Context: an optimization exercise on an open-source flow, tuned for a short achievable clock period and few clock cycles. The choices shown serve that exercise and are no tape-out recipe. Function was checked by simulation only, so behaviour that the tests miss may differ from the original. Power and IR drop assume default switching activity.

## adc16_tapcal
module adc16_tapcal (
    input  wire         clk,
    input  wire         rst,           
    input  wire         start,         
    input  wire [7:0]   cfg_deskew,    
    input  wire [15:0]  cfg_iter,      
    input  wire [15:0]  cfg_snaplen,   
    output wire         busy,
    output reg          done,          
    output reg          done_err,      
    output reg          ev_valid,
    input  wire         ev_ready,
    output reg  [1:0]   ev_op,         
    output reg  [4:0]   ev_tap,
    output reg  [7:0]   ev_mask,
    input  wire         smp_valid,
    input  wire [31:0]  smp_data,
    input  wire         cap_fail,
    output reg          err_valid,
    output reg  [4:0]   err_tap,
    output wire [255:0] err_count,     
    output wire [63:0]  cal_result,    
    output wire [255:0] good_map,      
    output reg          heur_slip
);
    localparam OP_SETTAP  = 2'd0;
    localparam OP_BITSLIP = 2'd1;
    localparam OP_CAPTURE = 2'd2;
    localparam K_NONE    = 2'd0;
    localparam K_TAP     = 2'd1;
    localparam K_EMPTY   = 2'd2;
    localparam K_WRAPPED = 2'd3;
    localparam WRAP_SPAN = 5'd16;
    localparam P_IDLE    = 3'd0;
    localparam P_PROBE0  = 3'd1;
    localparam P_PROBE31 = 3'd2;
    localparam P_SWEEP   = 3'd3;
    localparam P_DECIDE  = 3'd4;
    localparam P_APPLY   = 3'd5;
    reg        busy_r;
    reg [2:0]  phase;
    reg        started;      
    reg        incap;        
    reg [15:0] rem;          
    reg        lastb;        
    reg        par;          
    reg [15:0] itrem;        
    reg        lasti;        
    reg [7:0]  deskew;
    reg [15:0] iter;
    reg [15:0] snaplen;
    reg [4:0]  tapcnt;       
    reg [31:0] tapoh;        
    reg        straddle;
    reg        apply_first;
    reg [7:0]  pend;         
    reg        bv;
    reg        bpar;
    reg        bfin;         
    reg [31:0] bd;
    reg        clr_q;
    reg        capf;
    reg [31:0] acc  [0:7];
    reg [7:0]  z;            
    reg [31:0] gmap [0:7];
    reg [7:0]  anyg;         
    reg [7:0]  oddg;         
  ...
Size: roughly 5200 cells after synthesis, about 680 I/O pins.
clock: 22.0 ns
lec_check: 0
abc_clock_period_in_ps: 3000
cap_margin: 20
core_margin: 2
core_utilization: 40
slew_margin: 20
standard.sh (not shown) runs the stock make flow with config.mk's settings and CLKGATE_MAP_FILE= SYNTH_SCRIPT=/design/flow/synth_recipe.tcl, a recipe that flattens the netlist after the stock synthesis.
==> flow/flow/run.sh <==
#!/bin/bash
set -euo pipefail
bash standard.sh SETUP_SLACK_MARGIN=17 \
  "GLOBAL_PLACEMENT_ARGS=-timing_driven_net_weight_max 4 -timing_driven_nets_percentage 10" \
  finish > flow_make.log 2>&1
The starting point passed the timing, design-rule and antenna checks.
Testbench counts at the start, summed over its fixed seeds: cycles 198,242.
Next try:
--- a/flow/design.v
+++ b/flow/design.v
@@ -29,24 +29,26 @@
     localparam K_NONE    = 2'd0;
     localparam K_TAP     = 2'd1;
     localparam K_EMPTY   = 2'd2;
     localparam K_WRAPPED = 2'd3;
     localparam WRAP_SPAN = 5'd16;
     localparam P_IDLE    = 3'd0;
     localparam P_PROBE0  = 3'd1;
     localparam P_PROBE31 = 3'd2;
     localparam P_SWEEP   = 3'd3;
     localparam P_DECIDE  = 3'd4;
     localparam P_APPLY   = 3'd5;
     reg        busy_r;
+    reg        idle;         
+    reg        evn;          
     reg [2:0]  phase;
     reg        started;      
     reg        incap;        
     reg [15:0] rem;          
     reg        lastb;        
     reg        par;          
     reg [15:0] itrem;        
     reg        lasti;        
     reg [7:0]  deskew;
     reg [15:0] iter;
     reg [15:0] snaplen;
     reg [4:0]  tapcnt;       
@@ -102,42 +104,42 @@
             inc[4 + ch] = bv &  bpar & (bd[8*ch +: 8] != deskew);
         end
     end
     wire [7:0] znext = z & ~inc;
     wire       clr   = clr_q | started;
     reg [7:0] low1;
     reg [4:0] low_tap;
     integer   j;
     always @(*) begin
         low1 = pend & (~pend + 8'd1);
         low_tap = 5'd0;
         for (j = 0; j < 8; j = j + 1)
-            if (low1[j]) low_tap = low_tap | ctap[j];
+            if (low1[j]) low_tap = low_tap | mid[j];
     end
-    wire taken    = ev_valid & ev_ready;
+    wire taken    = ~evn & ev_ready;
     wire cap_end  = incap & smp_valid & lastb;
     wire sweep_fin = bfin & (phase == P_SWEEP);
     wire decide   = (phase == P_DECIDE);
     wire apply_go = (phase == P_APPLY) & (apply_first | taken);
     integer k;
     always @(posedge clk) begin
         bv    <= smp_valid & incap;
         bd    <= smp_data;
         bpar  <= par;
         clr_q <= bfin;
         for (k = 0; k < 8; k = k + 1)
             acc[k] <= clr ? 32'd0 : acc[k] + {31'd0, inc[k]};
         z <= clr ? 8'hFF : znext;
         err_tap <= tapcnt;    
-        if (!busy_r) begin
+        if (idle) begin
             deskew  <= cfg_deskew;
             iter    <= cfg_iter;
             snaplen <= cfg_snaplen;
         end
         if (!incap) begin
             rem   <= snaplen;
             lastb <= (snaplen == 16'd1);
             par   <= 1'b0;
         end else if (smp_valid) begin
             rem   <= rem - 16'd1;
             lastb <= (rem == 16'd2);
             par   <= ~par;
@@ -215,106 +217,119 @@
                     end
                 end
             end
         end
         if (rst || started)
             heur_slip <= 1'b0;
         else if (bfin && phase == P_PROBE31)
             heur_slip <= straddle | (|znext);
     end
     always @(posedge clk) begin
         bfin      <= cap_end & lasti & ~rst;
         capf      <= cap_fail & incap & ~rst;
-        started   <= start & ~busy_r & ~rst;
+        started   <= start & idle & ~rst;
         done      <= 1'b0;
         done_err  <= 1'b0;
         err_valid <= sweep_fin & ~rst;
-        if (!busy_r) begin
+        if (idle) begin
             ev_op   <= OP_SETTAP;
             ev_tap  <= 5'd0;
             ev_mask <= 8'hFF;
             incap   <= 1'b0;
         end
         if (rst) begin
             busy_r      <= 1'b0;
+            idle        <= 1'b1;
             phase       <= P_IDLE;
             ev_valid    <= 1'b0;
+            evn         <= 1'b1;
             apply_first <= 1'b0;
-        end else if (!busy_r) begin
+        end else if (idle) begin
             if (start) begin
                 busy_r   <= 1'b1;
+                idle     <= 1'b0;
                 ev_valid <= 1'b1;
+                evn      <= 1'b0;
                 phase    <= P_PROBE0;
             end
         end else if (capf) begin
             busy_r   <= 1'b0;
+            idle     <= 1'b1;
             done     <= 1'b1;
             done_err <= 1'b1;
             phase    <= P_IDLE;
             ev_valid <= 1'b0;
+            evn      <= 1'b1;
         end else begin
             if (taken && phase != P_APPLY) begin
                 case (ev_op)
                 OP_CAPTURE: begin
                     ev_valid <= 1'b0;
+                    evn      <= 1'b1;
                     incap    <= 1'b1;
                     if (!lasti) begin
                         ev_op <= OP_CAPTURE;
                     end else begin
                         ev_op   <= OP_SETTAP;
                         ev_mask <= 8'hFF;
                         ev_tap  <= (phase == P_PROBE0) ? 5'd31 : tapcnt + 5'd1;
                     end
                 end
                 OP_BITSLIP: begin
                     ev_op   <= OP_SETTAP;
                     ev_tap  <= 5'd0;
                     ev_mask <= 8'hFF;
                 end
                 default: begin
                     ev_op <= OP_CAPTURE;
                 end
                 endcase
             end
             if (cap_end) begin
                 incap <= 1'b0;
                 if (!lasti || phase == P_PROBE0 ||
-                    (phase == P_SWEEP && tapcnt != 5'd31))
+                    (phase == P_SWEEP && tapcnt != 5'd31)) begin
                     ev_valid <= 1'b1;
+                    evn      <= 1'b0;
+                end
             end
             if (bfin) begin
                 case (phase)
                 P_PROBE0: phase <= P_PROBE31;
                 P_PROBE31: begin
                     phase    <= P_SWEEP;
                     ev_valid <= 1'b1;
+                    evn      <= 1'b0;
                     ev_op    <= (straddle | (|znext)) ? OP_BITSLIP : OP_SETTAP;
                     ev_tap   <= 5'd0;
                     ev_mask  <= 8'hFF;
                 end
                 default: begin  
                     if (tapcnt == 5'd31)
                         phase <= P_DECIDE;
                 end
                 endcase
             end
             if (decide) begin
                 phase       <= P_APPLY;
                 apply_first <= 1'b1;
             end
             if (apply_go) begin
                 apply_first <= 1'b0;
                 if (pend != 8'd0) begin
                     ev_valid <= 1'b1;
+                    evn      <= 1'b0;
                     ev_op    <= OP_SETTAP;
                     ev_tap   <= low_tap;
                     ev_mask  <= low1;
                 end else begin
                     ev_valid <= 1'b0;
+                    evn      <= 1'b1;
                     busy_r   <= 1'b0;
+                    idle     <= 1'b1;
                     done     <= 1'b1;
                     phase    <= P_IDLE;
                 end
             end
         end
     end
 endmodule
Result:
- final cell count is about the same
- hold slack loses 0.012 ns
- design area is about the same
- die area barely changes
- routed wire length shrinks by 2.4%
- synthesized cell count goes up by 0.39%
- sequential share of layout area rises by 0.17 points
- global-route usage drops by 0.97 points
- non-clock buffer count fell by 20
- clock power hardly moves
- maximum frequency stays flat
- setup slack degrades by 0.0075 ns
- power decreases by 0.59%
Testbench counts after the change, summed over its fixed seeds: cycles 198,242.

static timing again, ports no longer ideal:
The results above use ideal ports. As a check the final layouts listed here were re-extracted and re-timed, cells and wires unchanged.
Step 1: set_driving_cell puts a clkbuf_16 on clk and a buf_2 on each other input, an assumption about the parent block.
Step 2 also shifts input and output timing later by t, the mid clock arrival at the registers, as if the neighbouring blocks saw the same clock.
Slacks: ideal ports / drivers / drivers and shift; pairs: ideal ports / drivers.
run	t, ns	slack for setup (ns)	latest minus earliest clock arrival (ns)	worst register clock-pin slew, ns
the first run	0.774	16.370 / 16.285 / 16.125	0.054 / 0.054	0.07 / 0.07
the second run	0.774	16.362 / 16.284 / 16.296	0.022 / 0.021	0.07 / 0.07
After both steps setup and hold are still met in every run listed. The setup slack of the first run, which loses most, moves by -0.085 ns with the drivers and by -0.245 ns with both steps.
